Background: an optimization exercise with open tools, aiming at small area, a short achievable clock period and few clock cycles per item. Do not read the settings as production practice.
At most, simulation tests tie the RTL to the original design; equivalence was not proved. The clock port is modelled as an ideal driver; clocking choices that lean on that would not hold on a real chip.

// grad_stream
module grad_stream (
    input  wire       clk,
    input  wire       rst,
    input  wire       in_valid,
    output wire       in_ready,
    input  wire       in_sof,
    input  wire [6:0] in_width,
    input  wire [1:0] in_preset,
    input  wire [7:0] in_pix,
    output reg        out_valid,
    input  wire       out_ready,
    output reg  [7:0] out_mag
);
For scale: about 2700 cells after synthesis, roughly 45000 um2 of cells after synthesis.
export LEC_CHECK = 0
export ABC_AREA = 1
export CAP_MARGIN = 20
export CORE_MARGIN = 2
export CORE_UTILIZATION = 65
export SLEW_MARGIN = 20
create_clock -name core_clock -period 30.0 [get_ports {clk}]
standard.sh (not shown) runs the stock make flow with config.mk's settings and CLKGATE_MAP_FILE= SYNTH_SCRIPT=/design/flow/synth_recipe.tcl, a recipe that flattens the netlist after the stock synthesis.
==> flow/flow/run.sh <==
#!/bin/bash
# Layout: the standard flow (standard.sh, which runs the standard
# synthesis unchanged), with two changes to how the layout is made:
#  - the port buffers are sky130_fd_sc_hd__buf_2 (buffer_ports otherwise
#    picks a slow delay cell); every input and output port still gets one;
#  - clock tree synthesis clusters up to 30 sinks per leaf buffer, uses
#    clkbuf_8/clkbuf_16 and no dummy loads, which needs far fewer clock
#    buffers; the tree stays balanced (no skew is added on purpose).
# The clock, its period and the I/O constraints are the standard flow's, unchanged.
# standard.sh's output is kept in standard.log and the tools' own logs are
# copied to flow_logs/.
set -uo pipefail
export BUFFER_PORTS_ARGS="-buffer_cell sky130_fd_sc_hd__buf_2"
export CTS_ARGS="-sink_clustering_enable -repair_clock_nets -sink_clustering_size 25 -sink_clustering_max_diameter 100 -dont_use_dummy_load -buf_list {sky130_fd_sc_hd__clkbuf_8 sky130_fd_sc_hd__clkbuf_16}"
bash standard.sh > standard.log 2>&1
st=$?
cp -r orfs/logs flow_logs 2>/dev/null || true
exit $st
Testbench counts at the start, summed over its fixed seeds: cycles 48,030, items 48,000.
Then changed:
--- a/flow/flow/run.sh
+++ b/flow/flow/run.sh
@@ -14 +14 @@
-export CTS_ARGS="-sink_clustering_enable -repair_clock_nets -sink_clustering_size 25 -sink_clustering_max_diameter 100 -dont_use_dummy_load -buf_list {sky130_fd_sc_hd__clkbuf_8 sky130_fd_sc_hd__clkbuf_16}"
+export CTS_ARGS="-sink_clustering_enable -repair_clock_nets -sink_clustering_size 30 -sink_clustering_max_diameter 120 -dont_use_dummy_load -buf_list {sky130_fd_sc_hd__clkbuf_8 sky130_fd_sc_hd__clkbuf_16}"
The new run completed without violations.
Hold slack is worse by 16 ps.
Clock-buffer cell count fell by 7.
Final area fell slightly.
Maximum frequency barely changes.
Via count fell slightly.
Routed wire length barely changes.

========
Another version of the RTL of grad_stream (not shown whole).
Size: roughly 2700 cells after synthesis, ~1200 flip-flops, ~45000 µm² of cells after synthesis.
## grad_stream
module grad_stream (
    input  wire       clk,
    input  wire       rst,
    input  wire       in_valid,
    output wire       in_ready,
    input  wire       in_sof,
    input  wire [6:0] in_width,
    input  wire [1:0] in_preset,
    input  wire [7:0] in_pix,
    output reg        out_valid,
    input  wire       out_ready,
    output reg  [7:0] out_mag
);
    localparam QD = 5;      
    reg       rdy;
    reg       acc_r;
    reg       sof_r;
    reg [7:0] pix_r;
    reg [6:0] wreg;        
    reg [1:0] preg;        
    assign in_ready = rdy;
    always @(posedge clk) begin
        acc_r <= in_valid && rdy && !rst;
        sof_r <= in_sof;
        pix_r <= in_pix;
        if (in_valid && rdy && in_sof) begin
            wreg <= in_width;
            preg <= in_preset;
        end
    end
    reg [6:0] xn;          
    reg [1:0] y;           
    wire eo = (preg != 2'd3);                     
    wire sb = (preg != 2'd2) && (preg != 2'd3);   
    wire last     = !sof_r && (xn == wreg);
    wire interior = !sof_r && (y == 2'd2) && (xn >= 7'd3);
    wire       use30 = (wreg >= 7'd33);
    wire [6:0] vrest = wreg - (use30 ? 7'd33 : 7'd3);
    wire [5:0] seg   = {use30, vrest[4:0]};
    always @(posedge clk) begin
        if (acc_r) begin
            if (sof_r) begin
                xn <= 7'd2;
                y  <= 2'd0;
            end else if (last) begin
                xn <= 7'd1;
                if (y != 2'd2) y <= y + 2'd1;
            end else
                xn <= xn + 7'd1;
        end
    end
    reg [8*1-1:0]  a1,  b1;
    reg [8*2-1:0]  a2,  b2;
    reg [8*4-1:0]  a4,  b4;
    reg [8*8-1:0]  a8,  b8;
    reg [8*16-1:0] a16, b16;
    reg [8*30-1:0] a30, b30;
    reg [7:0]      ah,  bh;      
    reg [8*2-1:0]  af,  bf;      
    wire [7:0] ain  = pix_r;
    wire [7:0] a1o  = seg[0] ? a1[7:0]     : ah;
    wire [7:0] a2o  = seg[1] ? a2[15:8]    : a1o;
    wire [7:0] a4o  = seg[2] ? a4[31:24]   : a2o;
    wire [7:0] a8o  = seg[3] ? a8[63:56]   : a4o;
    wire [7:0] a16o = seg[4] ? a16[127:120] : a8o;
    wire [7:0] a30o = seg[5] ? a30[239:232] : a16o;
    wire [7:0] bin  = af[15:8];
    wire [7:0] b1o  = seg[0] ? b1[7:0]     : bh;
    wire [7:0] b2o  = seg[1] ? b2[15:8]    : b1o;
  ...
==> flow/config.mk <==
export PLATFORM = sky130hd
export DESIGN_NAME = grad_stream
export DESIGN_NICKNAME = grad_stream
export VERILOG_FILES = /design/flow/design.v
export SDC_FILE = /design/flow/constraint.sdc
export NUM_CORES = 4
export LEC_CHECK = 0
export ABC_AREA = 1
export CAP_MARGIN = 20
export CORE_MARGIN = 2
export CORE_UTILIZATION = 65
export SLEW_MARGIN = 20
==> flow/constraint.sdc <==
create_clock -name core_clock -period 30.0 [get_ports {clk}]
set_input_delay 6.0000 -clock core_clock [delete_from_list [all_inputs] [get_ports {clk}]]
set_output_delay 6.0000 -clock core_clock [all_outputs]
set_load 0.01 [all_outputs]
==> flow/flow/run.sh <==
#!/bin/bash
# Layout: the standard flow (standard.sh), with these changes to how the
# layout is made:
#  - the port buffers are sky130_fd_sc_hd__buf_2 (buffer_ports otherwise
#    picks a slow delay cell); every port still gets its buffer;
#  - repair_timing is asked for a large setup margin, so that it sizes the
#    paths towards a short period instead of stopping at the 30 ns clock;
#    the clock, its period and the I/O constraints are the standard flow's, unchanged.
# standard.sh's output is kept in standard.log and the tools' own logs are
# copied to flow_logs/.
set -uo pipefail
export BUFFER_PORTS_ARGS="-buffer_cell sky130_fd_sc_hd__buf_2"
export SETUP_SLACK_MARGIN=22.5
export CTS_ARGS="-sink_clustering_enable -repair_clock_nets -sink_clustering_size 30 -sink_clustering_max_diameter 120 -dont_use_dummy_load -buf_list {sky130_fd_sc_hd__clkbuf_8 sky130_fd_sc_hd__clkbuf_16}"
bash standard.sh > standard.log 2>&1
st=$?
cp -r orfs/logs flow_logs 2>/dev/null || true
exit $st
The starting point finished with timing, DRC and antenna clean.
Next try:
--- a/flow/config.mk
+++ b/flow/config.mk
@@ -9,4 +9,4 @@
 export CAP_MARGIN = 20
 export CORE_MARGIN = 2
-export CORE_UTILIZATION = 65
+export CORE_UTILIZATION = 40
 export SLEW_MARGIN = 20
What happened: The changed run produced a clean layout; global-route usage came out lower by 7.1 points; worst hold slack is better by 44 ps; critical path depth stays the same; worst setup slack is worse by 48 ps; area after synthesis stays the same; sequential share of layout area came out lower by 1.2 points; clock-buffer cell count came out higher by 3.
Function was not checked in any run of this note: the RTL went through the layout flow alone.

========
grad_stream, a different RTL version from the one above (not shown whole).
Size in the first run: ~2700 cells after synthesis.
Settings: LEC_CHECK=0, ABC_AREA=1, CAP_MARGIN=20, CORE_MARGIN=2, CORE_UTILIZATION=65, SLEW_MARGIN=20; clock period 30.0 ns.
==> flow/flow/run.sh <==
#!/bin/bash
# Layout: the standard flow (standard.sh), with these changes to how the
# layout is made:
#  - the port buffers are sky130_fd_sc_hd__buf_2 (buffer_ports otherwise
#    picks a slow delay cell); every port still gets its buffer;
#  - repair_timing is asked for a large setup margin, so that it sizes the
#    paths towards a short period instead of stopping at the 30 ns clock;
#    the clock, its period and the I/O constraints are the standard flow's, unchanged.
# standard.sh's output is kept in standard.log and the tools' own logs are
# copied to flow_logs/.
set -uo pipefail
export BUFFER_PORTS_ARGS="-buffer_cell sky130_fd_sc_hd__buf_2"
# no setup margin
export CTS_ARGS="-sink_clustering_enable -repair_clock_nets -sink_clustering_size 30 -sink_clustering_max_diameter 120 -dont_use_dummy_load -sink_clustering_levels 1 -buf_list {sky130_fd_sc_hd__clkbuf_8 sky130_fd_sc_hd__clkbuf_16}"
bash standard.sh > standard.log 2>&1
st=$?
cp -r orfs/logs flow_logs 2>/dev/null || true
exit $st
Testbench counts at the start, summed over its fixed seeds: cycles 48,038, items 48,000.
Edit:
--- a/flow/flow/run.sh
+++ b/flow/flow/run.sh
@@ -12,5 +12,5 @@
 export BUFFER_PORTS_ARGS="-buffer_cell sky130_fd_sc_hd__buf_2"
 # no setup margin
-export CTS_ARGS="-sink_clustering_enable -repair_clock_nets -sink_clustering_size 30 -sink_clustering_max_diameter 120 -dont_use_dummy_load -sink_clustering_levels 1 -buf_list {sky130_fd_sc_hd__clkbuf_8 sky130_fd_sc_hd__clkbuf_16}"
+export CTS_ARGS="-sink_clustering_enable -repair_clock_nets -sink_clustering_size 30 -sink_clustering_max_diameter 120 -dont_use_dummy_load -distance_between_buffers 1000 -buf_list {sky130_fd_sc_hd__clkbuf_8 sky130_fd_sc_hd__clkbuf_16}"
 bash standard.sh > standard.log 2>&1
 st=$?
Effect: Wire length is unchanged. Final cell count is unchanged. Clock skew does not change. Hold slack is unchanged. First-iteration DRC count is unchanged. Cell area is unchanged. Via count stays the same. Synthesized cell count stays the same.
Edit:
--- a/flow/flow/run.sh
+++ b/flow/flow/run.sh
@@ -12,5 +12,5 @@
 export BUFFER_PORTS_ARGS="-buffer_cell sky130_fd_sc_hd__buf_2"
 # no setup margin
-export CTS_ARGS="-sink_clustering_enable -repair_clock_nets -sink_clustering_size 30 -sink_clustering_max_diameter 120 -dont_use_dummy_load -distance_between_buffers 1000 -buf_list {sky130_fd_sc_hd__clkbuf_8 sky130_fd_sc_hd__clkbuf_16}"
+export CTS_ARGS="-sink_clustering_enable -repair_clock_nets -sink_clustering_size 30 -sink_clustering_max_diameter 120 -dont_use_dummy_load -buf_list {sky130_fd_sc_hd__clkbuf_8 sky130_fd_sc_hd__clkbuf_16}"
 bash standard.sh > standard.log 2>&1
 st=$?
=> Global-route usage is unchanged; register-to-register slack is about the same; final area does not change; clock-buffer cell count does not change; via count stays the same; synthesized cell count is unchanged; die area stays the same.
Edit:
--- a/flow/flow/run.sh
+++ b/flow/flow/run.sh
@@ -11,6 +11,6 @@
 set -uo pipefail
 export BUFFER_PORTS_ARGS="-buffer_cell sky130_fd_sc_hd__buf_2"
-# no setup margin
-export CTS_ARGS="-sink_clustering_enable -repair_clock_nets -sink_clustering_size 30 -sink_clustering_max_diameter 120 -dont_use_dummy_load -buf_list {sky130_fd_sc_hd__clkbuf_8 sky130_fd_sc_hd__clkbuf_16}"
+export SETUP_SLACK_MARGIN=22.5
+export CTS_ARGS="-sink_clustering_enable -repair_clock_nets -sink_clustering_size 25 -sink_clustering_max_diameter 100 -dont_use_dummy_load -buf_list {sky130_fd_sc_hd__clkbuf_8 sky130_fd_sc_hd__clkbuf_16}"
 bash standard.sh > standard.log 2>&1
 st=$?
Result: The new run finished with timing, DRC and antenna clean. Worst hold slack loses 0.057 ns. Cell area went up slightly. Wire length went up by a few percent. Synthesized cell count is unchanged. Maximum frequency barely changes. Setup slack stays flat. Die area does not change. Non-clock buffer count went down by 1. Utilization went up by 0.33 points. Sequential share of layout area went down by 0.35 points. Critical path depth is unchanged.

========
Setup of build 65:
Another version of the RTL of grad_stream (not shown whole).
Size: roughly 2500 cells after synthesis, ~1300 flip-flops, ~46000 µm² of cells after synthesis.
==> flow/config.mk <==
export PLATFORM = sky130hd
export DESIGN_NAME = grad_stream
export DESIGN_NICKNAME = grad_stream
export VERILOG_FILES = /design/flow/design.v
export SDC_FILE = /design/flow/constraint.sdc
export NUM_CORES = 4
export LEC_CHECK = 0
export CAP_MARGIN = 20
export CORE_MARGIN = 2
export CORE_UTILIZATION = 40
export SLEW_MARGIN = 20
==> flow/constraint.sdc <==
create_clock -name core_clock -period 30.0 [get_ports {clk}]
set_input_delay 6.0000 -clock core_clock [delete_from_list [all_inputs] [get_ports {clk}]]
set_output_delay 6.0000 -clock core_clock [all_outputs]
set_load 0.01 [all_outputs]
==> flow/flow/run.sh <==
#!/bin/bash
# Layout: the standard flow (standard.sh), with these changes to how the
# layout is made:
#  - the port buffers are sky130_fd_sc_hd__buf_2 (buffer_ports otherwise
#    picks a slow delay cell); every port still gets its buffer;
#  - repair_timing is asked for a large setup margin, so that it sizes the
#    paths towards a short period instead of stopping at the 30 ns clock;
#    the clock, its period and the I/O constraints are the standard flow's, unchanged.
# standard.sh's output is kept in standard.log and the tools' own logs are
# copied to flow_logs/.
set -uo pipefail
export BUFFER_PORTS_ARGS="-buffer_cell sky130_fd_sc_hd__buf_2"
export SETUP_SLACK_MARGIN=22.5
bash standard.sh > standard.log 2>&1
st=$?
cp -r orfs/logs flow_logs 2>/dev/null || true
exit $st
Testbench counts of build 65, summed over its fixed seeds: cycles 48,046, items 48,000.
Input-level comparison between build 98 and build 65:
--- a/flow/flow/run.sh
+++ b/flow/flow/run.sh
@@ -13,0 +14 @@
+export CTS_ARGS="-sink_clustering_enable -repair_clock_nets -sink_clustering_size 30 -sink_clustering_max_diameter 120 -dont_use_dummy_load -buf_list {sky130_fd_sc_hd__clkbuf_8 sky130_fd_sc_hd__clkbuf_16}"
## What came out
- Build 98 ended with every stage complete and zero timing, DRC or antenna violations.
- Build 65 ended up with more cell instances than build 98 did.
- Looking only at arrival time of data at the critical path endpoint, and setting everything else aside, the higher value of build 98 and build 65 goes to build 65.
The inputs of build 76 differ from those of build 98 as listed below.
Settings: ABC_AREA now 1, previously not set.
Between build 98 and build 76, the initial standard-cell utilization of the core does not differ in any meaningful way.
NOTE: count of cell types in the netlist in build 76 falls short of that of build 98
On area share of xor/xnor cells in the synthesized design, build 98 and build 76 are neck and neck.
Build 76 -> build 98: worst hold path stage count delta 0, exact match
A peak-usage layer in the global routing report of met2 is what build 98 shows, while met1 belongs to build 76.

========
grad_stream with an RTL version that a note above also has.
Size in the first run: about 1200 flip-flops.
export LEC_CHECK = 0
export ABC_AREA = 1
export CAP_MARGIN = 20
export CORE_MARGIN = 2
export CORE_UTILIZATION = 65
export SLEW_MARGIN = 20
create_clock -name core_clock -period 30.0 [get_ports {clk}]
==> flow/flow/run.sh <==
#!/bin/bash
# Layout: the standard flow (standard.sh), with these changes to how the
# layout is made:
#  - the port buffers are sky130_fd_sc_hd__buf_2 (buffer_ports otherwise
#    picks a slow delay cell); every port still gets its buffer;
#  - repair_timing is asked for a large setup margin, so that it sizes the
#    paths towards a short period instead of stopping at the 30 ns clock;
#    the clock, its period and the I/O constraints are the standard flow's, unchanged.
# standard.sh's output is kept in standard.log and the tools' own logs are
# copied to flow_logs/.
set -uo pipefail
export BUFFER_PORTS_ARGS="-buffer_cell sky130_fd_sc_hd__buf_2"
# no setup margin
export CTS_ARGS="-sink_clustering_enable -repair_clock_nets -sink_clustering_size 30 -sink_clustering_max_diameter 250 -dont_use_dummy_load -buf_list {sky130_fd_sc_hd__clkbuf_8 sky130_fd_sc_hd__clkbuf_16}"
bash standard.sh > standard.log 2>&1
st=$?
cp -r orfs/logs flow_logs 2>/dev/null || true
exit $st
Testbench counts at the start, summed over its fixed seeds: cycles 48,038, items 48,000.
==> next run, changes <==
==> flow/flow/run.sh (replaced) <==
#!/bin/bash
# Layout: the standard flow (standard.sh, which runs the standard
# synthesis unchanged), with two changes to how the layout is made:
#  - the port buffers are sky130_fd_sc_hd__buf_2 (buffer_ports otherwise
#    picks a slow delay cell); every input and output port still gets one;
#  - clock tree synthesis clusters up to 30 sinks per leaf buffer, uses
#    clkbuf_8/clkbuf_16 and no dummy loads, which needs far fewer clock
#    buffers; the tree stays balanced (no skew is added on purpose).
# The clock, its period and the I/O constraints are the standard flow's, unchanged.
# standard.sh's output is kept in standard.log and the tools' own logs are
# copied to flow_logs/.
set -uo pipefail
export BUFFER_PORTS_ARGS="-buffer_cell sky130_fd_sc_hd__buf_2"
export CTS_ARGS="-sink_clustering_enable -repair_clock_nets -sink_clustering_size 30 -sink_clustering_max_diameter 120 -dont_use_dummy_load -buf_list {sky130_fd_sc_hd__clkbuf_8 sky130_fd_sc_hd__clkbuf_16}"
bash standard.sh > standard.log 2>&1
st=$?
cp -r orfs/logs flow_logs 2>/dev/null || true
exit $st
Effect: The new run finished clean; design area is about the same; via count is about the same; routed wire length is lower by 0.31%; global-route usage barely changes; first-iteration DRC count grows by 2.9%; register-to-register slack stays flat; worst setup slack improved by 16 ps; final cell count is about the same; critical path depth stays the same.

separate check: timing with driven ports:
How much do the figures lean on ideal ports? The routed layouts below were timed once more, with nothing changed but the port constraints. Step 1 assumes that a clkbuf_16 drives the clock port and a buf_2 every other input. Step 2 times the ports against the registers' clock, not the clock port: input delays grow and output delays shrink by t, the midpoint of the rising clock arrivals with the driver on. a / b / c = no drivers / after step 1 / after step 2; a / b = the first two.
run	t (ns)	setup slack, ns	latest minus earliest clock arrival (ns)	slew at the worst register clock pin (ns)	cell pins on the clock port's net
the first run of note 1	0.660	22.892 / 22.826 / 22.640	0.080 / 0.080	0.10 / 0.10	1
the second run of note 1	0.655	22.892 / 22.827 / 22.646	0.071 / 0.071	0.12 / 0.12	1
the first run of note 2	0.659	22.842 / 22.779 / 22.738	0.057 / 0.057	0.11 / 0.11	1
the second run of note 2	0.676	22.794 / 22.727 / 22.415	0.122 / 0.122	0.11 / 0.11	1
the first run of note 3	0.659	22.862 / 22.798 / 22.612	0.072 / 0.072	0.11 / 0.11	1
the second run of note 3	0.659	22.862 / 22.798 / 22.612	0.072 / 0.072	0.11 / 0.11	1
the third run of note 3	0.659	22.862 / 22.798 / 22.612	0.072 / 0.072	0.11 / 0.11	1
the fourth run of note 3	0.674	22.859 / 22.795 / 22.662	0.090 / 0.090	0.11 / 0.11	1
build 65	0.760	22.749 / 22.682 / 22.629	0.069 / 0.069	0.07 / 0.07	1
build 98	0.691	22.841 / 22.773 / 22.579	0.114 / 0.115	0.11 / 0.11	1
build 76	0.669	22.873 / 22.808 / 22.651	0.096 / 0.096	0.12 / 0.12	1
the first run of note 5	0.664	22.847 / 22.786 / 22.644	0.080 / 0.081	0.11 / 0.11	1
the second run of note 5	0.659	22.862 / 22.798 / 22.612	0.072 / 0.072	0.11 / 0.11	1
After both steps every run listed still meets setup and hold. For the second run of note 2, which loses most, drivers alone change the setup slack by -0.067 ns; drivers and shift together by -0.379 ns.
